This is an optimization exercise on Yosys and OpenROAD, whose aim is small area, a short achievable clock period and few clock cycles, not a production implementation. No functional check of the RTL was part of any run shown here. Power is estimated from default activity; no workload was simulated.

File: flow/run.sh
#!/bin/bash
# Own flow: the standard layout (standard.sh, unchanged synthesis), with the
# port buffers made of sky130_fd_sc_hd__buf_4 instead of the delay buffer that
# buffer_ports picks by default. Every port still gets its own buffer.
set -euo pipefail
W=$(pwd)
sed 's#^make -C \(.*\) "\${@:-finish}"$#make -C \1 "BUFFER_PORTS_ARGS=-buffer_cell sky130_fd_sc_hd__buf_4" "${@:-finish}"#' standard.sh > own_standard.sh
grep -q 'BUFFER_PORTS_ARGS=-buffer_cell sky130_fd_sc_hd__buf_4' own_standard.sh
bash own_standard.sh finish > make_finish.log 2>&1
test -s out/final.def
File: standard.sh
#!/bin/bash
# synth_recipe.tcl (not shown) runs the flow's synth.tcl, then flattens the netlist and writes it again
# the make line also repeats each setting of config.mk as NAME=value (left out here)
make -C /OpenROAD-flow-scripts/flow DESIGN_CONFIG=/design/flow/config.mk WORK_HOME=/design/flow/orfs CLKGATE_MAP_FILE= SYNTH_SCRIPT=/design/flow/synth_recipe.tcl "${@:-finish}"
File: config.mk
export PLATFORM = sky130hd
export DESIGN_NAME = pft_lzd
export DESIGN_NICKNAME = pft_lzd
export VERILOG_FILES = /design/flow/design.v
export SDC_FILE = /design/flow/constraint.sdc
export NUM_CORES = 8
export LEC_CHECK = 0
export CAP_MARGIN = 20
export CORE_MARGIN = 2
export CORE_UTILIZATION = 35
export SETUP_SLACK_MARGIN = 4
export SLEW_MARGIN = 20
File: constraint.sdc
create_clock -name core_clock -period 12.0 [get_ports {clk}]
set_input_delay 2.4000 -clock core_clock [delete_from_list [all_inputs] [get_ports {clk}]]
set_output_delay 2.4000 -clock core_clock [all_outputs]
set_load 0.01 [all_outputs]
File: design.v
module pft_lzd (
    input  wire        clk,
    input  wire        rst,           
    input  wire [7:0]  reg_addr,      
    input  wire        reg_we,
    input  wire [31:0] reg_wdata,
    output reg  [31:0] reg_rdata,
    output wire        irq,
    output reg         buf_en,
    output reg         buf_we,
    output reg  [16:0] buf_addr,
    output reg  [7:0]  buf_wdata,
    input  wire [7:0]  buf_rdata,
    output reg         out_re,
    output reg  [24:0] out_raddr,
    input  wire [7:0]  out_rdata,
    output reg         out_we,
    output reg  [24:0] out_waddr,
    output reg  [7:0]  out_wdata
);
    localparam [3:0] F_ALIGN   = 4'd2;
    localparam [3:0] F_OOB     = 4'd3;
    localparam [3:0] F_CSUM    = 4'd4;
    localparam [3:0] F_NOSIG   = 4'd5;
    localparam [3:0] F_OVERSZ  = 4'd6;
    localparam [3:0] F_INCOMPL = 4'd7;
    localparam [3:0] F_ZEROOFF = 4'd8;
    localparam [3:0] F_NOTRL   = 4'd9;
    localparam [3:0] F_OUTCAP  = 4'd10;
    localparam [3:0] F_OFFBEF  = 4'd11;
    localparam [3:0] F_ILLCMD  = 4'd12;
    localparam [4:0]
        S_IDLE  = 5'd0,
        S_CMD   = 5'd1,    
        S_CK    = 5'd2,    
        S_CKE   = 5'd3,    
        S_HDR   = 5'd4,    
        S_HDR1  = 5'd5,    
        S_HDRC  = 5'd6,    
        S_RAWC  = 5'd7,    
        S_RAW   = 5'd8,    
        S_RSKIP = 5'd9,    
        S_TOK   = 5'd10,   
        S_MSK1  = 5'd11,   
        S_CP1   = 5'd12,   
        S_EXT   = 5'd13,   
        S_CPC   = 5'd14,   
        S_CPY   = 5'd15,   
        S_TRL   = 5'd16,   
        S_TRL1  = 5'd17,   
        S_IV    = 5'd18,   
        S_XC    = 5'd19,   
        S_XR    = 5'd20,   
        S_XW    = 5'd21;   
    reg  [4:0]  state;
    reg  [1:0]  ctrl_op;
    reg         ctrl_endian;
    reg         ctrl_ie;
    reg         st_done;
    reg         st_err;
    reg  [3:0]  err_code;     
    reg         errf;         
    reg  [31:0] buf_len;
    reg  [7:0]  model;
    reg  [31:0] xbase, xivoff, xstart, xlen;
    reg  [17:0] ic;           
    reg  [25:0] oc;           
    reg  [31:0] iv0, iv1, iv2, iv3;    
    reg         kv;           
    reg  [17:0] sp;           
    reg  [31:0] acc;          
    reg         ckc;          
    reg  [22:0] cnt;          
    reg  [7:0]  s0;           
    reg  [15:0] blen;         
    reg  [15:0] rem;          
    reg  [16:0] mask;         
    reg         mflag;        
    reg  [10:0] offm1;        
    reg  [7:0]  hb;           
    reg         hv;           
    reg         sig_nz;       
    wire busy = (state != S_IDLE);
    assign irq = ctrl_ie & (st_done | st_err);
    wire [7:0] sbyte = hv ? hb : buf_rdata;
    wire cpy_last = (cnt == 23'd1);
    wire cpy_mrg;
    reg pop;                  
    always @* begin
        case (state)
            S_HDR, S_HDR1, S_TRL, S_TRL1, S_TOK, S_MSK1, S_CP1, S_EXT, S_RAW, S_RSKIP:
                pop = 1'b1;
            S_CPY:
                pop = cpy_mrg;
            default:
                pop = 1'b0;
        endcase
    end
    wire stream = (state >= S_CKE) && (state <= S_TRL1);
    wire [24:0] x_relh  = {blen, offm1[8:0]};
    wire [6:0]  x_b     = s0[6:0];                       
    wire [4:0]  kidx    = busy ? x_b[6:2] : reg_addr[6:2];
    wire [31:0] tmp0    = iv0 + ~iv2;
    wire [31:0] tmp1    = iv1 + ~iv3;
    wire [31:0] k_t     = (kidx[0] ? tmp1 : tmp0) ^ {32{kidx[1]}};
    reg  [31:0] k_c;
    always @* begin
        case (kidx[4:3])
            2'd0: k_c = iv0;
            2'd1: k_c = iv1;
            2'd2: k_c = iv2;
            default: k_c = iv3;
        endcase
    end
    wire [31:0] k_x     = kidx[2] ? k_t : ~(k_t ^ k_c);
    wire [31:0] k_y     = kidx[2] ? ~k_c : {k_t[30:0] | k_c[30:0], 1'b0};
    wire [31:0] key_w   = k_x + k_y;
    wire [31:0] x_mw    = acc - {x_relh, 7'd0};
    wire [31:0] x_mword = (x_b[1:0] == 2'd0) ? x_mw : acc;
    reg  [7:0]  x_mbyte;
    always @* begin
        case (ctrl_endian ? ~x_b[1:0] : x_b[1:0])
            2'd0: x_mbyte = x_mword[7:0];
            2'd1: x_mbyte = x_mword[15:8];
            2'd2: x_mbyte = x_mword[23:16];
            default: x_mbyte = x_mword[31:24];
        endcase
    end
    wire [31:0] xsum_b  = (state == S_CMD) ? xivoff : xstart;
    wire [32:0] xsum    = {1'b0, xbase} + {1'b0, xsum_b};
    wire [18:0] xend    = {1'b0, xsum[17:0]} + ((state == S_CMD) ? 19'd16 : {1'b0, xlen[17:0]});
    wire        x_hi    = (xbase[31:18] != 14'd0) || (xsum_b[31:18] != 14'd0) || xsum[18];
    wire        x_oob   = x_hi || ((state != S_CMD) && (xlen[31:18] != 14'd0)) ||
                          (xend > {1'b0, buf_len[17:0]});
    wire [10:0] cp_off   = {s0[7:5], sbyte};
    wire [22:0] cp_len   = {18'd0, s0[4:0]} + 23'd3;
    wire        cp_ext   = (s0[4:0] == 5'd7);
    wire [17:0] sp_inc  = sp + 18'd1;
    wire        ck_last = (sp_inc == buf_len[17:0]);
    wire [8:0]  ck_sum  = {1'b0, acc[7:0]} + {1'b0, buf_rdata} + {8'd0, ckc & (sp[1:0] != 2'd0)};
    wire [7:0]  ck_lane = ck_sum[7:0];
    wire        ck_cout = ck_sum[8];
    wire [25:0] oc_inc  = oc + 26'd1;
    wire [22:0] oc_lop  = (state == S_CP1) ? cp_len : cnt;
    wire [23:0] oc_plus = {1'b0, oc[22:0]} + {1'b0, oc_lop};
    wire        oc_over = oc[25] || (oc[24] && oc[23] && oc_plus[23] && (oc_plus[22:0] != 23'd0));
    reg  [15:0] hd_len;
    reg         hd_oversz;
    always @* begin
        hd_len    = blen;
        hd_oversz = 1'b0;
        if (blen == 16'hE000) begin
            if (model == 8'd1)      hd_len = 16'hC002;
            else if (model == 8'd2) hd_len = 16'h6000;
            else                    hd_oversz = 1'b1;
        end else if (blen > 16'h8000) begin
            hd_oversz = 1'b1;
        end
    end
    wire [18:0] sp_k     = {1'b0, sp} + {3'd0, hd_len} + 19'd6;
    wire        sp_over  = (sp_k > {1'b0, buf_len[17:0]});
    wire        cke_ok   = (acc == 32'd0) && (buf_len[17:0] >= 18'h1F8) && sig_nz;
    wire        hd_raw1  = (model == 8'd1) && (blen == 16'hE000);
    wire        hd_raw2  = (model == 8'd2) && ((blen == 16'hE000) || (blen == 16'h6000));
    wire        rem0     = (rem == 16'd2);             
    wire        rem_lt2  = (rem[15:2] == 14'd0);       
    wire        rem1     = (rem == 16'd3);             
    wire        gv       = (mask[15:0] != 16'd0);      
    assign      cpy_mrg  = cpy_last && !rem_lt2 && (!gv || mask[16]);
    wire [17:0] t_pos    = ic + {16'd0, mflag, 1'b0};  
    reg  [4:0]  nstate;
    reg         flt;
    reg  [3:0]  fcode;
    reg  [31:0] fin, fval;
    reg         fin_done;
    always @* begin
        nstate   = state;
        flt      = 1'b0;
        fcode    = 4'd0;
        fin      = 32'd0;
        fval     = 32'd0;
        fin_done = 1'b0;
        case (state)
            S_CMD: begin
                if (ctrl_op == 2'd3) begin
                    flt = 1'b1; fcode = F_ILLCMD; fin = 32'd0; fval = 32'd3;
                end else if ((buf_len[31:18] != 14'd0) || (buf_len[17] && (buf_len[16:0] != 17'd0))) begin
                    flt = 1'b1; fcode = F_OOB; fin = buf_len; fval = 32'd0;
                end else if (ctrl_op == 2'd0) begin
                    if (buf_len[1:0] != 2'd0) begin
                        flt = 1'b1; fcode = F_CSUM; fin = buf_len; fval = {30'd0, buf_len[1:0]};
                    end else if (buf_len[17:0] == 18'd0) begin
                        flt = 1'b1; fcode = F_OOB; fin = 32'h1F6; fval = 32'd2;
                    end else begin
                        nstate = S_CK;
                    end
                end else begin
                    if (x_oob) begin
                        flt = 1'b1; fcode = F_OOB; fin = xsum[31:0]; fval = 32'd16;
                    end else begin
                        nstate = S_IV;
                    end
                end
            end
            S_CK: if (ck_last) nstate = S_CKE;
            S_CKE: begin
                if (acc != 32'd0) begin
                    flt = 1'b1; fcode = F_CSUM; fin = 32'd0; fval = acc;
                end else if (buf_len[17:0] < 18'h1F8) begin
                    flt = 1'b1; fcode = F_OOB; fin = 32'h1F6; fval = 32'd2;
                end else if (!sig_nz) begin
                    flt = 1'b1; fcode = F_NOSIG; fin = 32'h1F6; fval = 32'd0;
                end else if (buf_len[17:0] < 18'h202) begin
                    flt = 1'b1; fcode = F_OOB; fin = 32'h200; fval = 32'd2;
                end else begin
                    nstate = S_HDR;
                end
            end
            S_HDR:  nstate = S_HDR1;
            S_HDR1: nstate = S_HDRC;
            S_HDRC: begin
                if (blen == 16'd0) begin
                    fin_done = 1'b1;
                end else if (hd_oversz) begin
                    flt = 1'b1; fcode = F_OVERSZ; fin = {14'd0, ic}; fval = {16'd0, blen};
                end else if (sp_over) begin
                    flt = 1'b1; fcode = F_INCOMPL; fin = {14'd0, ic}; fval = {16'd0, hd_len};
                end else if (hd_raw1 || hd_raw2) begin
                    nstate = S_RAWC;
                end else if (hd_len < 16'd2) begin
                    flt = 1'b1; fcode = F_NOTRL; fin = {14'd0, ic}; fval = {16'd0, hd_len};
                end else begin
                    nstate = (hd_len == 16'd2) ? S_TRL : S_TOK;
                end
            end
            S_RAWC: begin
                if (oc_over) begin
                    flt = 1'b1; fcode = F_OUTCAP; fin = {14'd0, ic}; fval = {9'd0, cnt};
                end else begin
                    nstate = S_RAW;
                end
            end
            S_RAW:   if (cnt == 23'd1) nstate = rem0 ? S_HDR : S_RSKIP;
            S_RSKIP: if (rem1) nstate = S_HDR;
            S_TOK: begin
                if (!gv) begin
                    if (rem_lt2) begin
                        flt = 1'b1; fcode = F_INCOMPL; fin = {14'd0, sp}; fval = {16'd0, blen};
                    end else begin
                        nstate = S_MSK1;
                    end
                end else if (!mask[16]) begin
                    if (rem0) begin
                        flt = 1'b1; fcode = F_INCOMPL; fin = {14'd0, sp}; fval = {16'd0, blen};
                    end else if (oc[25]) begin
                        flt = 1'b1; fcode = F_OUTCAP; fin = {14'd0, sp}; fval = 32'd1;
                    end else begin
                        nstate = rem1 ? S_TRL : S_TOK;
                    end
                end else begin
                    if (rem_lt2) begin
                        flt = 1'b1; fcode = F_INCOMPL; fin = {14'd0, sp}; fval = {16'd0, blen};
                    end else begin
                        nstate = S_CP1;
                    end
                end
            end
            S_MSK1: nstate = S_TOK;
            S_CP1: begin
                if (cp_ext) begin
                    nstate = S_EXT;
                end else if (cp_off == 11'd0) begin
                    flt = 1'b1; fcode = F_ZEROOFF; fin = {14'd0, t_pos}; fval = {9'd0, cp_len};
                end else if ((oc[25:11] == 15'd0) && (cp_off > oc[10:0])) begin
                    flt = 1'b1; fcode = F_OFFBEF; fin = {14'd0, t_pos}; fval = {21'd0, cp_off};
                end else if (oc_over) begin
                    flt = 1'b1; fcode = F_OUTCAP; fin = {14'd0, t_pos}; fval = {9'd0, cp_len};
                end else begin
                    nstate = S_CPY;
                end
            end
            S_EXT: begin
                if (rem0) begin
                    flt = 1'b1; fcode = F_INCOMPL; fin = {14'd0, sp}; fval = {16'd0, blen};
                end else if (sbyte != 8'hFF) begin
                    nstate = S_CPC;
                end
            end
            S_CPC: begin
                if (offm1 == 11'h7FF) begin
                    flt = 1'b1; fcode = F_ZEROOFF; fin = {14'd0, t_pos}; fval = {9'd0, cnt};
                end else if ((oc[25:11] == 15'd0) && (offm1 >= oc[10:0])) begin
                    flt = 1'b1; fcode = F_OFFBEF; fin = {14'd0, t_pos}; fval = {21'd0, offm1 + 11'd1};
                end else if (oc_over) begin
                    flt = 1'b1; fcode = F_OUTCAP; fin = {14'd0, t_pos}; fval = {9'd0, cnt};
                end else begin
                    nstate = S_CPY;
                end
            end
            S_CPY: if (cpy_last) nstate = cpy_mrg ? (gv ? S_CP1 : S_MSK1) : (rem0 ? S_TRL : S_TOK);
            S_TRL: nstate = S_TRL1;
            S_TRL1: begin
                if ({s0, sbyte} != 16'd0) begin
                    flt = 1'b1; fcode = F_NOTRL; fin = {14'd0, ic}; fval = {16'd0, s0, sbyte};
                end else begin
                    nstate = S_HDR;
                end
            end
            S_IV: begin
                if (cnt[3:0] == 4'd0) begin
                    if (ctrl_op == 2'd2) fin_done = 1'b1;
                    else                 nstate = S_XC;
                end
            end
            S_XC: begin
                if (xstart[6:0] != 7'd0 || xlen[6:0] != 7'd0) begin
                    flt = 1'b1; fcode = F_ALIGN; fin = xstart; fval = xlen;
                end else if (xlen == 32'd0) begin
                    fin_done = 1'b1;
                end else if (x_oob) begin
                    flt = 1'b1; fcode = F_OOB; fin = xsum[31:0]; fval = xlen;
                end else begin
                    nstate = S_XR;
                end
            end
            S_XR: nstate = S_XW;
            S_XW: if (cnt == 23'd1) fin_done = 1'b1; else nstate = S_XR;
            default: nstate = S_IDLE;
        endcase
        if (flt || fin_done) nstate = S_IDLE;
    end
    always @* begin
        buf_en    = 1'b0;
        buf_we    = 1'b0;
        buf_addr  = sp_inc[16:0];
        buf_wdata = buf_rdata ^ x_mbyte;
        out_re    = 1'b0;
        out_raddr = oc[24:0] + {14'h3FFF, ~((state == S_CP1) ? cp_off : offm1)} +
                    {24'd0, (state == S_CP1) || ((state == S_CPY) && (offm1 != 11'd0))};
        out_we    = 1'b0;
        out_waddr = oc[24:0];
        out_wdata = sbyte;
        case (state)
            S_CMD: begin
                buf_en = 1'b1;
                if (ctrl_op != 2'd0) buf_addr = xsum[16:0];
            end
            S_CK: begin
                buf_en = 1'b1;
                if (ck_last) buf_addr = 17'h200;
            end
            S_IV: buf_en = (cnt[3:0] != 4'd0);
            S_TOK: begin
                buf_en = 1'b1;
                out_we = gv & ~mask[16] & ~rem0 & ~oc[25];
            end
            S_RAW: begin
                buf_en = 1'b1;
                out_we = 1'b1;
            end
            S_CP1: begin
                buf_en = 1'b1;
                out_re = 1'b1;
            end
            S_CPC: out_re = 1'b1;
            S_CPY: begin
                buf_en    = pop;
                out_re    = 1'b1;
                out_we    = 1'b1;
                out_wdata = out_rdata;
            end
            S_XR: begin
                buf_en   = 1'b1;
                buf_addr = sp[16:0];
            end
            S_XW: begin
                buf_en   = 1'b1;
                buf_we   = 1'b1;
                buf_addr = sp[16:0];
            end
            default: buf_en = pop;
        endcase
    end
    always @* begin
        reg_rdata = 32'd0;
        if (reg_addr[7]) begin
            if (kv) reg_rdata = key_w;
        end else begin
            case (reg_addr[6:2])
                5'h00: reg_rdata = {27'd0, ctrl_ie, ctrl_endian, ctrl_op, 1'b0};
                5'h01: reg_rdata = {16'd0, 4'd0, st_err ? err_code : 4'd0, 5'd0, st_err, st_done, busy};
                5'h02: reg_rdata = buf_len;
                5'h03: reg_rdata = {24'd0, model};
                5'h04: reg_rdata = xbase;
                5'h05: reg_rdata = xivoff;
                5'h06: reg_rdata = xstart;
                5'h07: reg_rdata = xlen;
                5'h08: reg_rdata = {6'd0, oc};
                5'h09: reg_rdata = {14'd0, ic};
                5'h0A: reg_rdata = errf ? {blen, mask[15:0]} : 32'd0;
                5'h0B: reg_rdata = errf ? {6'd0, oc} : 32'd0;
                5'h0C: reg_rdata = errf ? acc : 32'd0;
                5'h0D: reg_rdata = 32'h0200_0000;
                5'h0E: reg_rdata = 32'h0002_0000;
                default: reg_rdata = 32'd0;
            endcase
        end
    end
    wire start = reg_we && (reg_addr == 8'h00) && !busy && reg_wdata[0];
    always @(posedge clk) begin
        if (rst) begin
            state       <= S_IDLE;
            ctrl_op     <= 2'd0;
            ctrl_endian <= 1'b0;
            ctrl_ie     <= 1'b0;
            st_done     <= 1'b0;
            st_err      <= 1'b0;
            errf        <= 1'b0;
            buf_len     <= 32'd0;
            model       <= 8'd0;
            xbase       <= 32'd0;
            xivoff      <= 32'd0;
            xstart      <= 32'd0;
            xlen        <= 32'd0;
            ic          <= 18'd0;
            oc          <= 26'd0;
            kv          <= 1'b0;
        end else begin
            if (reg_we) begin
                case (reg_addr)
                    8'h00: begin
                        ctrl_ie <= reg_wdata[4];
                        if (!busy) begin
                            ctrl_op     <= reg_wdata[2:1];
                            ctrl_endian <= reg_wdata[3];
                        end
                    end
                    8'h04: begin
                        if (reg_wdata[1]) st_done <= 1'b0;
                        if (reg_wdata[2]) st_err  <= 1'b0;
                    end
                    8'h08: if (!busy) buf_len <= reg_wdata;
                    8'h0C: if (!busy) model   <= reg_wdata[7:0];
                    8'h10: if (!busy) xbase   <= reg_wdata;
                    8'h14: if (!busy) xivoff  <= reg_wdata;
                    8'h18: if (!busy) xstart  <= reg_wdata;
                    8'h1C: if (!busy) xlen    <= reg_wdata;
                    default: ;
                endcase
            end
            if (start) begin
                st_done <= 1'b0;
                st_err  <= 1'b0;
                errf    <= 1'b0;
                ic      <= 18'd0;
                oc      <= 26'd0;
                state   <= S_CMD;
            end else begin
                state <= nstate;
            end
            if (flt) begin
                st_err <= 1'b1;
                errf   <= 1'b1;
            end
            if (fin_done) st_done <= 1'b1;
            if (state == S_IV && cnt[3:0] == 4'd0) kv <= 1'b1;
            if (state == S_CKE && cke_ok) ic <= 18'h200;
            if (!flt) case (state)
                S_HDRC: ic <= sp;                       
                S_RAW:  if (cnt == 23'd1 && rem0) ic <= sp_inc;
                S_RSKIP: if (rem1) ic <= sp_inc;
                S_TOK:  if (gv && !mask[16]) ic <= sp_inc;
                S_CPY:  if (cnt == 23'd1) ic <= sp;
                S_TRL1: ic <= sp_inc;
                S_XW:   if (cnt == 23'd1) ic <= sp_inc;
                default: ;
            endcase
            if (out_we) oc <= oc_inc;
        end
    end
    always @(posedge clk) begin
        hb <= sbyte;
        if (stream) begin
            hv <= ~pop;
            if (pop) sp <= sp_inc;
        end
        if (flt) err_code <= fcode;
        case (state)
            S_IDLE: sp <= 18'h3FFFF;        
            S_CMD: begin
                acc    <= 32'd0;
                ckc    <= 1'b0;
                sig_nz <= 1'b0;
                cnt    <= 23'd15;
                sp     <= (ctrl_op == 2'd0) ? 18'd0 : xsum[17:0];
            end
            S_CK: begin
                hv  <= 1'b0;
                acc <= {ck_lane, acc[31:8]};
                ckc <= ck_cout;
                if ((sp[17:1] == 17'h000FB) && (buf_rdata != 8'd0)) sig_nz <= 1'b1;
                sp  <= ck_last ? 18'h200 : sp_inc;
            end
            S_HDR:  s0   <= sbyte;
            S_HDR1: blen <= {s0, sbyte};
            S_HDRC: begin
                blen  <= hd_len;
                cnt   <= hd_raw1 ? 23'h00C000 : 23'h006000;
                rem   <= (hd_raw1 || hd_raw2) ? (hd_raw1 ? 16'd4 : 16'd2) : hd_len;
                mask  <= 17'd0;
                mflag <= 1'b0;
            end
            S_RAW:   cnt <= cnt - 23'd1;
            S_RSKIP: rem <= rem - 16'd1;
            S_TOK: begin
                s0  <= sbyte;
                rem <= rem - 16'd1;
                if (!gv) begin
                    mflag <= 1'b1;
                end else begin
                    mask <= {mask[15:0], 1'b0};
                    if (!mask[16]) mflag <= 1'b0;
                end
            end
            S_MSK1: begin
                mask <= {s0, sbyte, 1'b1};
                rem  <= rem - 16'd1;
            end
            S_CP1: begin
                offm1 <= cp_off - 11'd1;
                cnt   <= cp_len;
                rem   <= rem - 16'd1;
            end
            S_EXT: begin
                cnt <= cnt + {15'd0, sbyte};
                rem <= rem - 16'd1;
            end
            S_CPY: begin
                cnt <= cnt - 23'd1;
                if (cpy_last) mflag <= 1'b0;
                if (cpy_mrg) begin
                    s0  <= sbyte;
                    rem <= rem - 16'd1;
                    if (!gv) mflag <= 1'b1;
                    else     mask  <= {mask[15:0], 1'b0};
                end
            end
            S_TRL: s0 <= sbyte;
            S_IV: begin
                sp  <= sp_inc;
                cnt <= cnt - 23'd1;
                if (ctrl_endian) iv3 <= {iv3[23:0], buf_rdata};
                else             iv3 <= {buf_rdata, iv3[31:8]};
                if (cnt[1:0] == 2'd0 && cnt[3:2] != 2'd0) begin
                    iv2 <= ctrl_endian ? {iv3[23:0], buf_rdata} : {buf_rdata, iv3[31:8]};
                    iv1 <= iv2;
                    iv0 <= iv1;
                end
            end
            S_XC: begin
                cnt  <= {5'd0, xlen[17:0]};
                sp   <= xsum[17:0];
                s0   <= 8'd0;
                blen <= xstart[31:16];
                offm1[8:0] <= xstart[15:7];
            end
            S_XR: if (x_b[1:0] == 2'd0) acc <= key_w;
            S_XW: begin
                cnt <= cnt - 23'd1;
                sp  <= sp_inc;
                s0  <= s0 + 8'd1;
                if (x_b[1:0] == 2'd0) acc <= x_mw;
                if (x_b == 7'd127) {blen, offm1[8:0]} <= x_relh + 25'd1;
            end
            default: ;
        endcase
        if (flt) begin
            acc        <= fval;               
            blen       <= fin[31:16];         
            mask[15:0] <= fin[15:0];
        end
    end
endmodule
==> metrics.md, run 1 <==
| Metric | Value |
|---|---|
| DRC violation count after routing | 0 |
| Synth Flop Type | edfxtp_1 |
| WP data arrival | 6540 ps |
| Yosys top cell area share | 17.7% |
| Critical Path Start | reg_addr[6] |
| Drt initial violations | 7,509 |
| H-tree Lvls | 3 |
| Slew Viols, Final | 0 |
| Cts hold-fix bufs | 0 |
| Port Buffers | 178 |
| Fin. Hold Viols | 0 |
| Cell count after placement | 7,592 |
| Worst Setup Start Kind | input pin |
| Post-synthesis mux area share | 4.84% |
| DP HPWL | 198 mm |
| Area contributors post-synth | edfxtp_1 (18%), dfxtp_1 (10%), ha_1 (9.5%), nand2_1 (6.5%), a21oi_1 (5.7%) |
| Filler Cell Count | 13.4k |
| Routed wire length | 265 mm |
| Detail Route Antenna Nets | 0 |
| Yosys warnings | 1 |
| Maximum vdd drop | 412 uV |
| Worst-margin pin slew | 1210 ps |
| CP Cell Sequence | buf_12 > mux2i_4 > buf_12 > buf_8 > mux4_2 > inv_2 > ha_4 > mux2i_1 > ha_2 > o21ai_2 > o21bai_2 > a31o_4 > a32oi_4 > nand2b_1 > a21oi_2 > o21bai_1 > a21o_1 > a2111oi_4 > nor3_4 > a31o_4 > buf_6 |
| Max FO, Critical Path | 4 |
| Non-filler cells in the finished layout | 7,944 |
| Register-to-register setup slack | 4140 ps |
| Max-cap violations | 0 |
| Sequential cell area | 0.0130 sq mm |
| Clk Latency, worst-skew pair | 720 ps |
| Row cnt | 134 |
| Post-Syn Instances | 5,849 |
| Die ar. | 0.137 sq mm |
| Layout cell share with drive strength beyond 1 | 18.3% |
| Worst Min Path Start | iv2[13] |
| Register area share after synthesis | 27.7% |
| Final Cycle Share | 74.5% |
| Largest family of logic cells by synthesized area | compound AO/OA/AOI/OAI gates |
| Pre-antenna DRT Iters | 11 |
| Via-to-Cell Ratio | 6.53 |
| Final Setup Violations | 0 |
| Worst hold path class | flip-flop to flip-flop |
| Pwr/cell area | 311 mW/mm^2 |
| Sink Count | 510 |
| Max Buffers Root-to-Sink | 3 |
| WP data required | 9600 ps |
| Multi-input logic area | 0.0336 sq mm |
| DR vias | 51.8k |
| Unique cell type count in the Yosys netlist | 104 |
| First-pass GRT wire length | 363 mm |
| Worst Reg-to-Reg Cells | 35 |
| Final setup skew | 39.9 ps |
| Endpoint, Worst Hold | iv1[13] |
| WL/cell | 33.3 microns |
| CTS Buf Count | 67 |
| Crit end category | primary output |
| Status | no timing/DRC/antenna violations |
| RSZ-0062 raised after global routing | yes |
| CTS Root Cell | clkbuf_16 |
| Fmax | 0.112 GHz |
| Reg2reg end | blen[4] |
| Slowest stage cell on the critical path | mux4_2 |
| CP Class | input pin to primary output |
| CTS tree | done |
| Post-synthesis compound-gate area fraction | 26.2% |
| Leakage | 0.0224 uW |
| Final min period | 8940 ps |
| GP Congestion | 1.08 |
| Worst r2r src | state[1] |
| GRT overflow | 0 |
| Largest net degree at the start of global routing | 98 |
| Setup TNS | 0 ps |
| Worst slew margin | 19.1% |
| Clock slew at reported path FFs | 60 ps |
| Io pins | 179 |
| Die width | 370 microns |
| Crit-path max cell delay | 520 ps |
| Syn_nets | 6,276 |
| Nets | 6,534 |
| WHS Path Cells | 0 |
| Post-Syn Area | 0.0469 sq mm |
| Fraction of the mapped netlist area in adder cells | 10.0% |
| Leading area contributor after synthesis | edfxtp_1 |
| Initial Utilization | 35.2% |
| Die height | 370 microns |
| P&R area growth vs syn | 21.4% |
| Post-synthesis register bit count | 510 |
| Core area | 0.133 sq mm |
| Vias in the first global route | 47.4k |
| Fin util | 42.7% |
| Tot GR Track Use | 37.0% |
| Avg Inst Size Synth | 8.02 sq um |
| Synth Area in XOR/XNOR | 6.41% |
| Number of flops mapped to enable cells by yosys | 276 |
| Antenna violations before repair | 28 |
| Simple-gate share of the synthesized area | 19.3% |
| Async S/R FF share, synth | 0% |
-- placed cells by master (no fill, tap or decap), drive strengths merged, types with 142 or more instances in the layout --
| master | count |
|---|---|
| dfxtp | 234 |
| nor2 | 395 |
| xnor2 | 219 |
| a21oi | 538 |
| o21ai | 354 |
| buf | 561 |
| ha | 355 |
| nand2 | 812 |
| inv | 282 |
| nand3 | 142 |
| edfxtp | 276 |
-- cell families after synthesis --
logic type                 count (synthesis)
adders and majority gates                368
muxes                                    181
AOI/OAI and AO/OA                       1844
xor gates and xnor gates                 334
buffers and inverters                    662
DFF                                      510
and+or+nand+nor                         1950
-- sequential cells by signal (all words and copies together), names as in the netlist, 23 cells and up --
signal,flops
acc,32
buf_len,32
cnt,23
iv0,32
iv1,32
iv2,32
iv3,32
oc,26
xbase,32
xivoff,32
xlen,32
xstart,32
-- metal layers --
metal | track usage (%) | routed length [microns] | vias up
met2 | 53.9 | 110000 | 3432
met1 | 48.0 | 105000 | 25309
met5 | 0.839 | 190 | -
met4 | 21.2 | 18000 | 22
li1 | - | - | 22244
met3 | 11.4 | 32000 | 830
-- Yosys cell counts, types with 24 or more instances --
master / count
a211oi_1: 49
and3_1: 56
or3_1: 37
a221oi_1: 73
nand3_1: 142
mux2_2: 24
inv_1: 278
xnor2_1: 219
or2_2: 26
nand4_1: 60
o221ai_1: 26
a222oi_1: 72
nor2_1: 394
mux2i_1: 122
a221o_1: 27
a31oi_1: 56
edfxtp_1: 276
mux4_2: 34
o22ai_1: 63
a22o_1: 57
nor3_1: 116
a22oi_1: 76
clkbuf_1: 309
a21o_1: 111
a21oi_1: 534
xor2_1: 109
a211o_1: 24
o21ai_0: 347
dfxtp_1: 234
nor2b_1: 65
o211ai_1: 45
buf_4: 25
o31ai_1: 24
o21a_1: 58
nand2b_1: 51
and2_1: 39
ha_1: 355
buf_1: 25
nor4_1: 75
nand2_1: 812
o21bai_1: 34
-- how the worst max path moves through the flow --
stage,endpoint,cells after the start
floorplan,reg_rdata[31],19
global placement,out_raddr[21],18
detailed placement,out_raddr[21],18
CTS,reg_rdata[17],21
global route,reg_rdata[17],21
finish,reg_rdata[17],21
-- worst max-delay path: cells and delay by family --
kind,cells,cell delay [ps]
multiplexers,3,820
adder cells (fa/ha/maj),2,510
AND/OR/NAND/NOR,2,250
buffers and inverters,5,640
AO/OA/AOI/OAI,9,1890
-- report_power, final --
part	leakage [uW]	switching, uW	internal (uW)	total [uW]
logic	0.0169	7400	5460	12900
registers	0.00442	535	2190	2730
clock network	0.00110	917	1220	2130
-- repair_timing --
item / CTS / global route
gates resized for setup: 291 / 185
pin swaps: 130 / 135
buffers inserted: 142 / 66
setup endpoints to repair: 226 / 183
gates cloned: 2 / 3
-- through the flow --
stage	total power (uW)	hold slack (ps)	area, sq um	worst slack, ps
6_report	17700	468	56900	3060
5_1_grt	18400	490	56900	2950
4_1_cts	16500	462	55400	3140
3_5_place_dp	12000	460	50600	2010
3_3_place_gp	11900	454	50600	2090
2_1_floorplan	8490	444	47100	3590
-- final cells by class --
class	instances	area share, %
tap	1768	3.88
clock buffer	94	3.43
inverter	285	1.90
multi-input combinational	4677	59.0
clock inverter	25	0.514
sequential	510	22.8
timing repair inverter	1	0.0132
antenna	19	0.0835
timing repair buffer	565	8.36
==> inputs of run 2 (changes only) <==
--- a/config.mk
+++ b/config.mk
@@ -8,5 +8,5 @@
 export CAP_MARGIN = 20
 export CORE_MARGIN = 2
 export CORE_UTILIZATION = 35
-export SETUP_SLACK_MARGIN = 4
+export SETUP_SLACK_MARGIN = 5
 export SLEW_MARGIN = 20
==> run 2 against run 1 <==
Clock skew up 2.5 ps. Utilization up 2.2 points. Hold slack better by 9.4 ps. Area after synthesis unchanged. Flip-flop and latch count unchanged. Final cell count up 1.7%. Worst setup slack better by 110 ps. First-iteration DRC count up 13%. Synthesized cell count unchanged. Still clean on timing, DRC and antenna. Power down 1.7%. Fmax up 1.3%. Global-route usage up 0.97 points.
==> metrics.md, run 2 <==
| Metric | Value |
|---|---|
| Status | no timing/DRC/antenna violations (unchanged) |
| Clk Latency, worst-skew pair | 720 ps (about the same) |
| Final min period | 8820 ps (was 8940 ps) |
| Final Cycle Share | 73.5% (was 74.5%) |
| Leading area contributor after synthesis | edfxtp_1 (unchanged) |
| Max-cap violations | 0 (unchanged) |
| Maximum vdd drop | 422 uV (was 412 uV) |
| Reg power frac | 15.2% (was 15.4%) |
| Crit end category | primary output (unchanged) |
| P&R area growth vs syn | 27.6% (was 21.4%) |
| Filler Cell Count | 13.0k (was 13.4k) |
| Setup TNS | 0 ps (unchanged) |
| Worst r2r src | state[2] (was state[1]) |
| Cts hold-fix bufs | 0 (unchanged) |
| Die width | 370 microns (unchanged) |
| Area contributors post-synth | edfxtp_1 (18%), dfxtp_1 (10%), ha_1 (9.5%), nand2_1 (6.5%), a21oi_1 (5.7%) (unchanged) |
| Row cnt | 134 (unchanged) |
| Io pins | 179 (unchanged) |
| Fin util | 44.9% (was 42.7%) |
| Final instance area | 0.0598 sq mm (was 0.0569 sq mm) |
| Most frequent cells in the layout | nand2_1 (789), buf_4 (568), a21oi_1 (478) (was nand2_1 (809), buf_4 (506), a21oi_1 (493)) |
| Slew Viols, Final | 0 (unchanged) |
| Worst hold path class | flip-flop to flip-flop (unchanged) |
| H-tree Lvls | 3 (unchanged) |
| Fmax | 0.113 GHz (was 0.112 GHz) |
| Max Buffers Root-to-Sink | 3 (unchanged) |
| Worst slew margin | 28.7% (was 19.1%) |
| Async S/R FF share, synth | 0% (unchanged) |
| Total net switching power | 8630 uW (was 8850 uW) |
| Post-synthesis register bit count | 510 (unchanged) |
| Most common cell after layout, fill and taps aside | nand2_1 (unchanged) |
| Switching share of power | 49.5% (was 49.9%) |
| CTS tree | done (unchanged) |
| Port Buffers | 178 (unchanged) |
| Max FO, Critical Path | 12 (was 4) |
| Number of flops mapped to enable cells by yosys | 276 (unchanged) |
| CTS Buf Count | 68 (was 67) |
| Yosys warnings | 1 (unchanged) |
| Antenna violations before repair | 30 (was 28) |
| Worst Min Path Start | st_err (was iv2[13]) |
| DP HPWL | 198 mm (about the same) |
| Yosys top cell area share | 17.7% (unchanged) |
| Routed wire length | 272 mm (was 265 mm) |
| Register area share after synthesis | 27.7% (unchanged) |
| Vias in the first global route | 48.3k (was 47.4k) |
| Worst Setup Start Kind | input pin (unchanged) |
| Non-filler cells in the finished layout | 8,080 (was 7,944) |
| Die ar. | 0.137 sq mm (unchanged) |
| Post-Syn Instances | 5,849 (unchanged) |
| Fin. Hold Viols | 0 (unchanged) |
| Int Power | 8790 uW (was 8870 uW) |
| Via-to-Cell Ratio | 6.59 (was 6.53) |
| Post-Syn Area | 0.0469 sq mm (unchanged) |
| RSZ-0062 raised after global routing | yes (unchanged) |
| DR vias | 53.2k (was 51.8k) |
| Leakage | 0.0236 uW (was 0.0224 uW) |
| GP Congestion | 1.11 (was 1.08) |
| Final Setup Violations | 0 (unchanged) |
| Pre-antenna DRT Iters | 14 (was 11) |
| Worst-margin pin slew | 1070 ps (was 1210 ps) |
| Critical Path Start | reg_addr[2] (was reg_addr[6]) |
| Initial Utilization | 35.2% (unchanged) |
| Register-to-register setup slack | 3960 ps (was 4140 ps) |
| WP data required | 9600 ps (about the same) |
| Post-Place Cell Area | 0.0511 sq mm (was 0.0506 sq mm) |
| WP data arrival | 6420 ps (was 6540 ps) |
| WL/cell | 33.6 microns (was 33.3 microns) |
| Syn_nets | 6,276 (unchanged) |
| CTS Root Cell | clkbuf_16 (unchanged) |
| Count leader, synth | nand2_1 (unchanged) |
| Drt initial violations | 8,506 (was 7,509) |
| Clk network pwr share | 13.1% (was 12.0%) |
| Die height | 370 microns (unchanged) |
| First-pass GRT wire length | 372 mm (was 363 mm) |
| Top post-synthesis cells by count | nand2_1 (812), a21oi_1 (534), nor2_1 (394), ha_1 (355), o21ai_0 (347) (unchanged) |
| GRT overflow | 0 (unchanged) |
| Clock slew at reported path FFs | 70 ps (was 60 ps) |
| Sequential cell area | 0.0130 sq mm (about the same) |
| Multi-input logic area | 0.0348 sq mm (was 0.0336 sq mm) |
| Avg Inst Size Synth | 8.02 sq um (unchanged) |
| Largest net degree at the start of global routing | 88 (was 98) |
| DRC violation count after routing | 0 (unchanged) |
| Cell count after placement | 7,588 (was 7,592) |
| Gate power share | 71.7% (was 72.6%) |
| CP Class | input pin to primary output (unchanged) |
| Detail Route Antenna Nets | 0 (unchanged) |
| Nets | 6,664 (was 6,534) |
| Final setup skew | 42.4 ps (was 39.9 ps) |
| Layout cell share with drive strength beyond 1 | 22.2% (was 18.3%) |
| Pwr/cell area | 291 mW/mm^2 (was 311 mW/mm^2) |
| Core area | 0.133 sq mm (unchanged) |
| Tot GR Track Use | 38.0% (was 37.0%) |
| Unique cell type count in the Yosys netlist | 104 (unchanged) |
| Sink Count | 510 (unchanged) |
| Synth Flop Type | edfxtp_1 (unchanged) |
## run 2: cell count changes in the layout (fill, tap and decap cells not counted), sizes merged, moves of 2 or more
cell      previous run  this run
a21oi              538       541
and3                56        58
buf                561       679
bufbuf               1         5
bufinv               3         7
clkbuf              97        92
clkinv              19        25
clkinvlp             7         4
inv                282       286
## run 2: cells by family (layout without fill, tap and decap cells)
group | count (synthesis) | in the layout | synth area share, %
AOI/OAI and AO/OA | 1844 | 1849 | 26.2
xor gates and xnor gates | 334 | 334 | 6.41
adders and majority gates | 368 | 368 | 10.0
buffers and inverters | 662 | 1098 | 5.56
DFF | 510 | 510 | 27.7
muxes | 181 | 181 | 4.84
other | 0 | 19 | 0
and+or+nand+nor | 1950 | 1953 | 19.3
## run 2: worst max-delay path, stage by stage
cell and delay, ps:
buf_4 200, mux2i_4 100, buf_12 190, buf_16 150
buf_4 170, o31ai_2 390, xnor2_1 150, ha_1 310
mux2i_1 70, ha_1 320, and4_4 250, nor2b_4 160
nand4_1 130, o221a_4 310, a21oi_4 210, a211oi_2 90
o21bai_2 180, xnor2_2 110, a211o_1 240, o211ai_1 120
buf_4 160
## run 2: metrics by stage
step                      hold WS, ps  setup slack [ps]  power (uW)
final                             477              3180       17400
after CTS                         473              3220       15900
after detailed placement          464              2490       11900
after global routing              488              3010       18100
after global placement            455              2560       11800
after floorplan                   444              3590        8700
## run 2: path summary, 6_finish.rpt
kind	end	cells after the start
worst min register to register	st_err	2
worst max-delay path	reg_rdata[31]	21
worst min-delay path	st_err	2
worst max register to register	acc[0]	45
## run 2: cell type report
type                       count  share of cell area, %
tap                         1768                   3.70
clock inverter                36                  0.828
inverter                     285                   1.88
clock buffer                  90                   3.26
antenna                       19                 0.0795
sequential                   510                   21.7
timing repair inverter         1                 0.0335
multi-input combinational   4685                   58.1
timing repair buffer         686                   10.4
## run 2: power by group through the flow
stage               Sequential [uW]  Combinational (uW)  Clock (uW)
finish                         2650               12500        2280
global route                   2640               13100        2340
CTS                            2620               11000        2280
detailed placement             2720                9180           0
global placement               2720                9120           0
floorplan                      2370                6330           0
## run 2: metal layers
| metal | routed length (microns) | GRT usage, % |
|---|---|---|
| met1 | 106000 | 49.1 |
| met2 | 110000 | 54.1 |
| met3 | 36600 | 14.1 |
| met4 | 18500 | 21.2 |
| met5 | 329 | 0.490 |
## run 2: repair_timing
action,CTS,global route
gates cloned,19,3
gates resized for setup,447,212
buffers inserted,209,115
endpoints found under the setup margin,237,234
pin swaps,150,182
==> inputs of run 3 (changes only) <==
--- a/design.v
+++ b/design.v
@@ -102,19 +102,9 @@
     wire [4:0]  kidx    = busy ? x_b[6:2] : reg_addr[6:2];
     wire [31:0] tmp0    = iv0 + ~iv2;
     wire [31:0] tmp1    = iv1 + ~iv3;
-    wire [31:0] k_t     = (kidx[0] ? tmp1 : tmp0) ^ {32{kidx[1]}};
-    reg  [31:0] k_c;
-    always @* begin
-        case (kidx[4:3])
-            2'd0: k_c = iv0;
-            2'd1: k_c = iv1;
-            2'd2: k_c = iv2;
-            default: k_c = iv3;
-        endcase
-    end
-    wire [31:0] k_x     = kidx[2] ? k_t : ~(k_t ^ k_c);
-    wire [31:0] k_y     = kidx[2] ? ~k_c : {k_t[30:0] | k_c[30:0], 1'b0};
-    wire [31:0] key_w   = k_x + k_y;
+    wire [31:0] key_w;
+    pft_lzd_key u_key (.idx(kidx), .tmp0(tmp0), .tmp1(tmp1),
+                       .iv0(iv0), .iv1(iv1), .iv2(iv2), .iv3(iv3), .key(key_w));
     wire [31:0] x_mw    = acc - {x_relh, 7'd0};
     wire [31:0] x_mword = (x_b[1:0] == 2'd0) ? x_mw : acc;
     reg  [7:0]  x_mbyte;
@@ -136,6 +126,7 @@
     wire [22:0] cp_len   = {18'd0, s0[4:0]} + 23'd3;
     wire        cp_ext   = (s0[4:0] == 5'd7);
     wire [17:0] sp_inc  = sp + 18'd1;
+    wire [22:0] cnt_nx  = cnt + ((state == S_EXT) ? {15'd0, sbyte} : 23'h7FFFFF);
     wire        ck_last = (sp_inc == buf_len[17:0]);
     wire [8:0]  ck_sum  = {1'b0, acc[7:0]} + {1'b0, buf_rdata} + {8'd0, ckc & (sp[1:0] != 2'd0)};
     wire [7:0]  ck_lane = ck_sum[7:0];
@@ -510,7 +501,7 @@
                 mask  <= 17'd0;
                 mflag <= 1'b0;
             end
-            S_RAW:   cnt <= cnt - 23'd1;
+            S_RAW:   cnt <= cnt_nx;
             S_RSKIP: rem <= rem - 16'd1;
             S_TOK: begin
                 s0  <= sbyte;
@@ -532,11 +523,11 @@
                 rem   <= rem - 16'd1;
             end
             S_EXT: begin
-                cnt <= cnt + {15'd0, sbyte};
+                cnt <= cnt_nx;
                 rem <= rem - 16'd1;
             end
             S_CPY: begin
-                cnt <= cnt - 23'd1;
+                cnt <= cnt_nx;
                 if (cpy_last) mflag <= 1'b0;
                 if (cpy_mrg) begin
                     s0  <= sbyte;
@@ -548,7 +539,7 @@
             S_TRL: s0 <= sbyte;
             S_IV: begin
                 sp  <= sp_inc;
-                cnt <= cnt - 23'd1;
+                cnt <= cnt_nx;
                 if (ctrl_endian) iv3 <= {iv3[23:0], buf_rdata};
                 else             iv3 <= {buf_rdata, iv3[31:8]};
                 if (cnt[1:0] == 2'd0 && cnt[3:2] != 2'd0) begin
@@ -566,7 +557,7 @@
             end
             S_XR: if (x_b[1:0] == 2'd0) acc <= key_w;
             S_XW: begin
-                cnt <= cnt - 23'd1;
+                cnt <= cnt_nx;
                 sp  <= sp_inc;
                 s0  <= s0 + 8'd1;
                 if (x_b[1:0] == 2'd0) acc <= x_mw;
@@ -581,3 +572,23 @@
         end
     end
 endmodule
+module pft_lzd_key (
+    input  wire [4:0]  idx,
+    input  wire [31:0] tmp0, tmp1,
+    input  wire [31:0] iv0, iv1, iv2, iv3,
+    output wire [31:0] key
+);
+    wire [31:0] t = (idx[0] ? tmp1 : tmp0) ^ {32{idx[1]}};
+    reg  [31:0] c;
+    always @* begin
+        case (idx[4:3])
+            2'd0: c = iv0;
+            2'd1: c = iv1;
+            2'd2: c = iv2;
+            default: c = iv3;
+        endcase
+    end
+    wire [31:0] x = idx[2] ? t : ~(t ^ c);
+    wire [31:0] y = idx[2] ? ~c : {t[30:0] | c[30:0], 1'b0};
+    assign key = x + y;
+endmodule
--- a/config.mk
+++ b/config.mk
@@ -8,5 +8,6 @@
 export CAP_MARGIN = 20
 export CORE_MARGIN = 2
 export CORE_UTILIZATION = 35
-export SETUP_SLACK_MARGIN = 5
+export SETUP_SLACK_MARGIN = 3
 export SLEW_MARGIN = 20
+export SYNTH_HIERARCHICAL = 1
==> run 3 against run 2 <==
Wire length decreased by 5.1%. Hold slack better by 2.4 ps. Combinational power about the same. Worst setup slack worse by 480 ps. Register-to-register slack worse by 800 ps. Global-route usage down 1.4 points. First-iteration DRC count fell by 2.2%. Via count shrank 5.7%. Synthesized cell count shrank 1.9%.
==> metrics.md, run 3 <==
| Metric | Value |
|---|---|
| Reg power frac | 15.3% (was 15.2%) |
| First-pass GRT wire length | 354 mm (was 372 mm) |
| Final instance area | 0.0537 sq mm (was 0.0598 sq mm) |
| Hold slack | 479 ps (was 477 ps) |
| Die height | 367 microns (was 370 microns) |
| Core area | 0.131 sq mm (was 0.133 sq mm) |
| Antenna violations before repair | 33 (was 30) |
| Sink Count | 510 (unchanged) |
| Max Buffers Root-to-Sink | 3 (unchanged) |
| Status | no timing/DRC/antenna violations (unchanged) |
| Top post-synthesis cells by count | nand2_1 (831), a21oi_1 (561), nor2_1 (376), ha_1 (363), o21ai_0 (352) (was nand2_1 (812), a21oi_1 (534), nor2_1 (394), ha_1 (355), o21ai_0 (347)) |
| Layout cell share with drive strength beyond 1 | 14.2% (was 22.2%) |
| Area contributors post-synth | edfxtp_1 (18%), dfxtp_1 (10%), ha_1 (9.9%), nand2_1 (6.8%), a21oi_1 (6.1%) (was edfxtp_1 (18%), dfxtp_1 (10%), ha_1 (9.5%), nand2_1 (6.5%), a21oi_1 (5.7%)) |
| Max-cap violations | 0 (unchanged) |
| Number of flops mapped to enable cells by yosys | 276 (unchanged) |
| Final setup skew | 38.3 ps (was 42.4 ps) |
| CTS Buf Count | 68 (unchanged) |
| Fin. Hold Viols | 0 (unchanged) |
| WP data arrival | 6910 ps (was 6420 ps) |
| Switching share of power | 55.1% (was 49.5%) |
| Final min period | 9310 ps (was 8820 ps) |
| P&R area growth vs syn | 16.4% (was 27.6%) |
| Cts hold-fix bufs | 0 (unchanged) |
| WP data required | 9600 ps (about the same) |
| Slew Viols, Final | 0 (unchanged) |
| Post-Place Cell Area | 0.0495 sq mm (was 0.0511 sq mm) |
| Pwr/cell area | 329 mW/mm^2 (was 291 mW/mm^2) |
| Clk Latency, worst-skew pair | 700 ps (was 720 ps) |
| Worst Setup Start Kind | flip-flop (was input pin) |
| Unique cell type count in the Yosys netlist | 109 (was 104) |
| Leading area contributor after synthesis | edfxtp_1 (unchanged) |
| H-tree Lvls | 3 (unchanged) |
| Leakage | 0.0210 uW (was 0.0236 uW) |
| Syn_nets | 6,172 (was 6,276) |
| Total net switching power | 9730 uW (was 8630 uW) |
| DP HPWL | 196 mm (was 198 mm) |
| Yosys top cell area share | 18.0% (was 17.7%) |
| GP Congestion | 1.14 (was 1.11) |
| Async S/R FF share, synth | 0% (unchanged) |
| Port Buffers | 178 (unchanged) |
| Register area share after synthesis | 28.1% (was 27.7%) |
| Setup TNS | 0 ps (unchanged) |
| Clk network pwr share | 12.5% (was 13.1%) |
| Int Power | 7920 uW (was 8790 uW) |
| Crit end category | primary output (unchanged) |
| RSZ-0062 raised after global routing | yes (unchanged) |
| Most common cell after layout, fill and taps aside | nand2_1 (unchanged) |
| Gate power share | 72.2% (was 71.7%) |
| Synth Flop Type | edfxtp_1 (unchanged) |
| Clock slew at reported path FFs | 60 ps (was 70 ps) |
| Worst hold path class | flip-flop to flip-flop (unchanged) |
| Vias in the first global route | 45.8k (was 48.3k) |
| Pre-antenna DRT Iters | 11 (was 14) |
| Via-to-Cell Ratio | 6.52 (was 6.59) |
| Row cnt | 133 (was 134) |
| Crit path buf inv count | 3 (was 5) |
| GRT overflow | 0 (unchanged) |
| Yosys warnings | 8 (was 1) |
| Avg Inst Size Synth | 8.03 sq um (was 8.02 sq um) |
| Largest net degree at the start of global routing | 155 (was 88) |
| Die ar. | 0.135 sq mm (was 0.137 sq mm) |
| Fmax | 0.107 GHz (was 0.113 GHz) |
| Die width | 367 microns (was 370 microns) |
| CTS Root Cell | clkbuf_16 (unchanged) |
| Io pins | 179 (unchanged) |
| Slowest stage cell on the critical path | xor2_4 (was o31ai_2) |
| DRC violation count after routing | 0 (unchanged) |
| Drt initial violations | 8,321 (was 8,506) |
| Maximum vdd drop | 498 uV (was 422 uV) |
| Final Cycle Share | 77.6% (was 73.5%) |
| Detail Route Antenna Nets | 0 (unchanged) |
| Count leader, synth | nand2_1 (unchanged) |
| WL/cell | 33.5 microns (was 33.6 microns) |
| Routed wire length | 258 mm (was 272 mm) |
| Kind of cell adding the most delay to the critical path | compound AO/OA/AOI/OAI gates (unchanged) |
| Post-Syn Area | 0.0461 sq mm (was 0.0469 sq mm) |
| Worst slew margin | 16.9% (was 28.7%) |
| Post-Syn Instances | 5,737 (was 5,849) |
| Most frequent cells in the layout | nand2_1 (815), a21oi_1 (534), buf_4 (402) (was nand2_1 (789), buf_4 (568), a21oi_1 (478)) |
| Post-synthesis register bit count | 510 (unchanged) |
| DR vias | 50.2k (was 53.2k) |
| Crit-path max cell delay | 490 ps (was 390 ps) |
| Worst-margin pin slew | 1230 ps (was 1070 ps) |
| Initial Utilization | 35.1% (was 35.2%) |
| Nets | 6,308 (was 6,664) |
| Final Setup Violations | 0 (unchanged) |
| CP Class | flip-flop to primary output (was input pin to primary output) |
| Tot GR Track Use | 36.6% (was 38.0%) |
| CTS tree | done (unchanged) |
| Max FO, Critical Path | 7 (was 12) |
[run 3: power by group through the flow]
stage / logic, uW / registers (uW) / clock network (uW)
detailed placement: 10400 / 2670 / 0
global route: 13200 / 2670 / 2280
CTS: 11400 / 2640 / 2220
floorplan: 6460 / 2340 / 0
finish: 12700 / 2700 / 2200
global placement: 10400 / 2670 / 0
[run 3: final cells by class]
type / count / area, sq um
fillers: 13450 / 77500
diodes: 15 / 37.5
well taps: 1755 / 2200
multi-input cells: 4581 / 31700
flip-flops and latches: 510 / 13000
inverters: 294 / 1110
clock inverters: 34 / 360
clock buffers: 91 / 2010
repair buffers: 418 / 3240
[run 3: repair_timing]
item	4_1_cts	5_1_grt
resized for setup	111	110
gates cloned	2	1
pin swaps	48	54
endpoints found under the setup margin	155	170
buffers inserted	43	37
endpoints found under the hold margin	0	0
[run 3: final timing paths]
kind	start	end	slack, ps	cells past startpoint
max	iv0[1]	reg_rdata[27]	2690	26
min	iv2[4]	iv1[4]	480	0
max reg2reg	state[1]	mask[3]	3160	40
min reg2reg	iv2[4]	iv1[4]	480	0
[run 3: worst reg2reg max path, delay by kind of cell (launching register included)]
| family | cells | cell delay (ps) |
|---|---|---|
| buffers and inverters | 6 | 1050 |
| XOR/XNOR | 2 | 470 |
| adder cells (fa/ha/maj) | 3 | 1010 |
| AND/OR/NAND/NOR | 8 | 1360 |
| AO/OA/AOI/OAI | 21 | 4390 |
| flip-flops | 1 | 300 |
[run 3: cell families (layout without fill, tap and decap cells)]
family	count (synthesis)	in the layout	share of synthesized area, %
other cells	0	15	0
simple gates	1898	1901	18.9
fa+ha+maj	376	376	10.4
compound gates	1768	1768	25.0
flops	510	510	28.1
xor+xnor	337	337	6.47
buf+inv	649	837	5.73
mux	199	199	5.28
[run 3: modules after synthesis (local to each module, per instance)]
module,cell area (sq um),cells inside,flops+latches,times used
pft_lzd,41700,5221,510,1
pft_lzd_key,4370,516,0,1
[run 3: layer usage]
| metal | global-route usage (%) | vias up | routed length, microns | share of wire, % |
|---|---|---|---|---|
| li1 | - | 21417 | - | - |
| met1 | 46.4 | 24207 | 99200 | 38 |
| met2 | 52.2 | 3601 | 104000 | 40 |
| met3 | 13.2 | 928 | 34300 | 13 |
| met4 | 23.1 | 28 | 20200 | 7.8 |
| met5 | 1.10 | - | 412 | 0.16 |
[run 3: per-stage QoR]
step / setup WS (ps) / utilization, % / power [uW] / instances
2_1_floorplan: 3460 / - / 8800 / 5737
3_3_place_gp: 2140 / 37.7 / 13100 / 7474
3_5_place_dp: 2110 / 37.7 / 13100 / 7474
4_1_cts: 2930 / 40.2 / 16300 / 7644
5_1_grt: 2560 / 40.9 / 18100 / 7684
6_report: 2690 / 40.9 / 17700 / 7698
==> inputs of run 4 (changes only) <==
--- a/config.mk
+++ b/config.mk
@@ -8,6 +8,6 @@
 export CAP_MARGIN = 20
 export CORE_MARGIN = 2
 export CORE_UTILIZATION = 35
-export SETUP_SLACK_MARGIN = 3
+export SETUP_SLACK_MARGIN = 4
 export SLEW_MARGIN = 20
 export SYNTH_HIERARCHICAL = 1
==> run 4 against run 3 <==
Die area unchanged. Synthesized cell count unchanged. Highest routed layer unchanged. Clock skew shrank 1.5 ps. Critical path type unchanged. Clock-buffer cell count is 7 higher. Power up 14%. Register-to-register slack better by 920 ps. Largest power group unchanged. Combinational power up about 20%. Still clean. Global-route usage is 0.24 points higher. Critical endpoint is now reg_rdata[30]. Non-clock buffer count increased by 219. Via count increased by 3.5%. Critical path depth is 2 higher. Fmax increased by 0.50%.
==> metrics.md, run 4 <==
| Metric | Value |
|---|---|
| Syn_nets | 6,172 (unchanged) |
| Top post-synthesis cells by count | nand2_1 (831), a21oi_1 (561), nor2_1 (376), ha_1 (363), o21ai_0 (352) (unchanged) |
| Post-Syn Instances | 5,737 (unchanged) |
| Worst Min Path Start | xivoff[17] (was iv2[4]) |
| Nets | 6,529 (was 6,308) |
| WL/cell | 33.0 microns (was 33.5 microns) |
| Detail Route Antenna Nets | 0 (unchanged) |
| Row cnt | 133 (unchanged) |
| WHS Path Cells | 2 (was 0) |
| Synth Flop Type | edfxtp_1 (unchanged) |
| Die ar. | 0.135 sq mm (unchanged) |
| Clock slew at reported path FFs | 60 ps (about the same) |
| Kind of cell adding the most delay to the critical path | compound AO/OA/AOI/OAI gates (unchanged) |
| Antenna violations before repair | 29 (was 33) |
| Slowest stage cell on the critical path | edfxtp_1 (was xor2_4) |
| CTS Buf Count | 66 (was 68) |
| Avg Inst Size Synth | 8.03 sq um (unchanged) |
| Max Buffers Root-to-Sink | 3 (unchanged) |
| H-tree Lvls | 3 (unchanged) |
| Register-to-register setup slack | 4080 ps (was 3160 ps) |
| P&R area growth vs syn | 24.9% (was 16.4%) |
| Clk Latency, worst-skew pair | 700 ps (about the same) |
| Crit path buf inv count | 4 (was 3) |
| Sink Count | 510 (unchanged) |
| Initial Utilization | 35.1% (unchanged) |
| Max FO, Critical Path | 3 (was 7) |
| Die width | 367 microns (unchanged) |
| Total net switching power | 10,400 uW (was 9730 uW) |
| Leakage | 0.0226 uW (was 0.0210 uW) |
| WP data required | 9600 ps (about the same) |
| Post-synthesis register bit count | 510 (unchanged) |
| Register area share after synthesis | 28.1% (unchanged) |
| Final setup skew | 36.8 ps (was 38.3 ps) |
| Reg power frac | 13.5% (was 15.3%) |
| Worst Reg-to-Reg Cells | 43 (was 40) |
| Gate power share | 75.8% (was 72.2%) |
| RSZ-0062 raised after global routing | yes (unchanged) |
| Leading area contributor after synthesis | edfxtp_1 (unchanged) |
| Pre-antenna DRT Iters | 12 (was 11) |
| Most common cell after layout, fill and taps aside | nand2_1 (unchanged) |
| DRC violation count after routing | 0 (unchanged) |
| Final Cycle Share | 77.2% (was 77.6%) |
| Tot GR Track Use | 36.8% (was 36.6%) |
| Vias in the first global route | 46.8k (was 45.8k) |
| GRT overflow | 0 (unchanged) |
| Crit-path max cell delay | 450 ps (was 490 ps) |
| Clk network pwr share | 10.7% (was 12.5%) |
| Die height | 367 microns (unchanged) |
| Yosys warnings | 8 (unchanged) |
| Fmax | 0.108 GHz (was 0.107 GHz) |
| Fin util | 43.9% (was 40.9%) |
| Drt initial violations | 8,394 (was 8,321) |
| Filler Cell Count | 13.0k (was 13.5k) |
| Yosys top cell area share | 18.0% (unchanged) |
| Layout cell share with drive strength beyond 1 | 20.8% (was 14.2%) |
| Worst-margin pin slew | 1420 ps (was 1230 ps) |
| GP Congestion | 1.11 (was 1.14) |
| CP Class | flip-flop to primary output (unchanged) |
| Reg2reg end | state[4] (was mask[3]) |
| Routed wire length | 261 mm (was 258 mm) |
| Number of flops mapped to enable cells by yosys | 276 (unchanged) |
| Most frequent cells in the layout | nand2_1 (797), buf_4 (535), a21oi_1 (513) (was nand2_1 (815), a21oi_1 (534), buf_4 (402)) |
| CTS tree | done (unchanged) |
| Worst slew margin | 4.92% (was 16.9%) |
| Maximum vdd drop | 424 uV (was 498 uV) |
| WP data arrival | 6860 ps (was 6910 ps) |
| Worst hold path class | flip-flop to flip-flop (unchanged) |
| Final min period | 9260 ps (was 9310 ps) |
| Switching share of power | 51.7% (was 55.1%) |
| Fin. Hold Viols | 0 (unchanged) |
| Area contributors post-synth | edfxtp_1 (18%), dfxtp_1 (10%), ha_1 (9.9%), nand2_1 (6.8%), a21oi_1 (6.1%) (unchanged) |
| Endpoint, Worst Hold | xivoff[17] (was iv1[4]) |
| Hold slack | 478 ps (was 479 ps) |
| Int Power | 9690 uW (was 7920 uW) |
| Worst r2r src | state[2] (was state[1]) |
| First-pass GRT wire length | 358 mm (was 354 mm) |
| Setup TNS | 0 ps (unchanged) |
| Largest net degree at the start of global routing | 93 (was 155) |
| Crit end category | primary output (unchanged) |
| M3 GR Usage | 12.0% (was 13.2%) |
| Via-to-Cell Ratio | 6.55 (was 6.52) |
| Post-Syn Area | 0.0461 sq mm (unchanged) |
| Unique cell type count in the Yosys netlist | 109 (unchanged) |
| Grt met2 use | 52.3% (was 52.2%) |
| Async S/R FF share, synth | 0% (unchanged) |
| Most frequent CP cell | buf_6 |
| Met1 usage | 47.1% (was 46.4%) |
| Port Buffers | 178 (unchanged) |
| Core area | 0.131 sq mm (unchanged) |
| DR vias | 52.0k (was 50.2k) |
| Slew Viols, Final | 0 (unchanged) |
| Status | no timing/DRC/antenna violations (unchanged) |
| Io pins | 179 (unchanged) |
| Final Setup Violations | 0 (unchanged) |
| Max-cap violations | 0 (unchanged) |
| GR peak layer | met2 (unchanged) |
| CTS Root Cell | clkbuf_16 (unchanged) |
| Pwr/cell area | 348 mW/mm^2 (was 329 mW/mm^2) |
| Count leader, synth | nand2_1 (unchanged) |
| Worst Setup Start Kind | flip-flop (unchanged) |
| DP HPWL | 192 mm (was 196 mm) |
-- run 4: cell counts after synthesis --
Identical to the previous run, type by type.
-- run 4: tightest hold or removal path, cell delays in order, from the launching register on --
cell and delay (ps):
dfxtp_1 320, nand2_1 60, a21oi_1 50
-- run 4: what timing repair did --
action / CTS / global route
gates cloned: 8 / 9
endpoints found under the setup margin: 224 / 204
pin swaps: 144 / 141
resized for setup: 406 / 270
hold buffers: 0 / 0
setup buffers: 194 / 116
-- run 4: layer usage --
metal,routed length (microns),vias up
met4,20700,12
met3,34700,964
met5,80,-
met2,107000,3967
li1,-,21923
met1,99400,25086
-- run 4: through the flow --
stage | cells | instance area, sq um | power, uW | setup WS [ps]
2_1_floorplan | 5737 | 46200 | 8900 | 3990
3_3_place_gp | 7453 | 49300 | 12600 | 1900
3_5_place_dp | 7453 | 49400 | 12600 | 1990
4_1_cts | 7773 | 55100 | 18000 | 2910
5_1_grt | 7899 | 57500 | 20600 | 2570
6_report | 7927 | 57600 | 20100 | 2740
-- run 4: worst max path at each step --
stage                            from             to  depth (start not counted)
after global placement        blen[7]         acc[3]                         33
final                          iv0[1]  reg_rdata[30]                         28
after global routing           iv0[1]  reg_rdata[30]                         28
after floorplan           reg_addr[5]  reg_rdata[20]                         20
after CTS                      iv0[1]  reg_rdata[30]                         27
after detailed placement      blen[7]         acc[5]                         33
-- run 4: cell type report --
type / count / area [sq um] / area share (%)
Clock buffer: 98 / 1990 / 3.45
Antenna cell: 28 / 70.1 / 0.122
Sequential cell: 510 / 13000 / 22.6
Tap cell: 1755 / 2200 / 3.81
Multi-Input combinational cell: 4585 / 33500 / 58.2
Timing Repair Buffer: 637 / 5450 / 9.47
Clock inverter: 20 / 251 / 0.437
Inverter: 294 / 1130 / 1.97
-- run 4: kinds of logic (layout without fill, tap and decap cells) --
family	Yosys count	in the layout	synth area share (%)
buffers and inverters	649	1049	5.73
muxes	199	199	5.28
AOI/OAI and AO/OA	1768	1770	25.0
other	0	28	0
adders and majority gates	376	376	10.4
DFF	510	510	28.1
and+or+nand+nor	1898	1903	18.9
xor gates and xnor gates	337	337	6.47
-- run 4: Yosys stat by module, one instance, submodules excluded --
module / area, sq um / cells inside / flops+latches
pft_lzd: 41700 / 5221 / 510
pft_lzd_key: 4370 / 516 / 0
-- run 4: power groups by stage --
| stage | clock [uW] | combinational (uW) | sequential (uW) |
|---|---|---|---|
| 2_1_floorplan | 0 | 6550 | 2340 |
| 3_3_place_gp | 0 | 9820 | 2780 |
| 3_5_place_dp | 0 | 9860 | 2770 |
| 4_1_cts | 2150 | 13100 | 2670 |
| 5_1_grt | 2220 | 15700 | 2680 |
| 6_report | 2150 | 15200 | 2720 |

-- port drivers added, routing unchanged --
No port has a modelled driver above. Below, the same layouts with a new extraction and two added sets of constraints. Step 1 assumes that a clkbuf_16 drives the clock port and a buf_2 every other input. Step 2, shift: input delay + t, output delay - t, t = (earliest + latest rising clock arrival at the registers) / 2. This alone moves slack from input paths to output paths. Three values: no drivers, after step 1, after step 2; two values: the first two.
| run | t (ns) | setup slack, ns | worst register clock-pin slew, ns |
|---|---|---|---|
| run 1 | 0.784 | 3.063 / 2.983 / 2.983 | 0.07 / 0.07 |
| run 2 | 0.783 | 3.176 / 3.121 / 3.121 | 0.07 / 0.07 |
| run 3 | 0.770 | 2.693 / 2.611 / 2.867 | 0.07 / 0.07 |
| run 4 | 0.752 | 2.740 / 2.668 / 2.942 | 0.07 / 0.07 |
After both steps setup and hold are still met in every run listed. For run 1, which loses most, drivers alone change the setup slack by -0.080 ns; drivers and shift together by -0.080 ns.
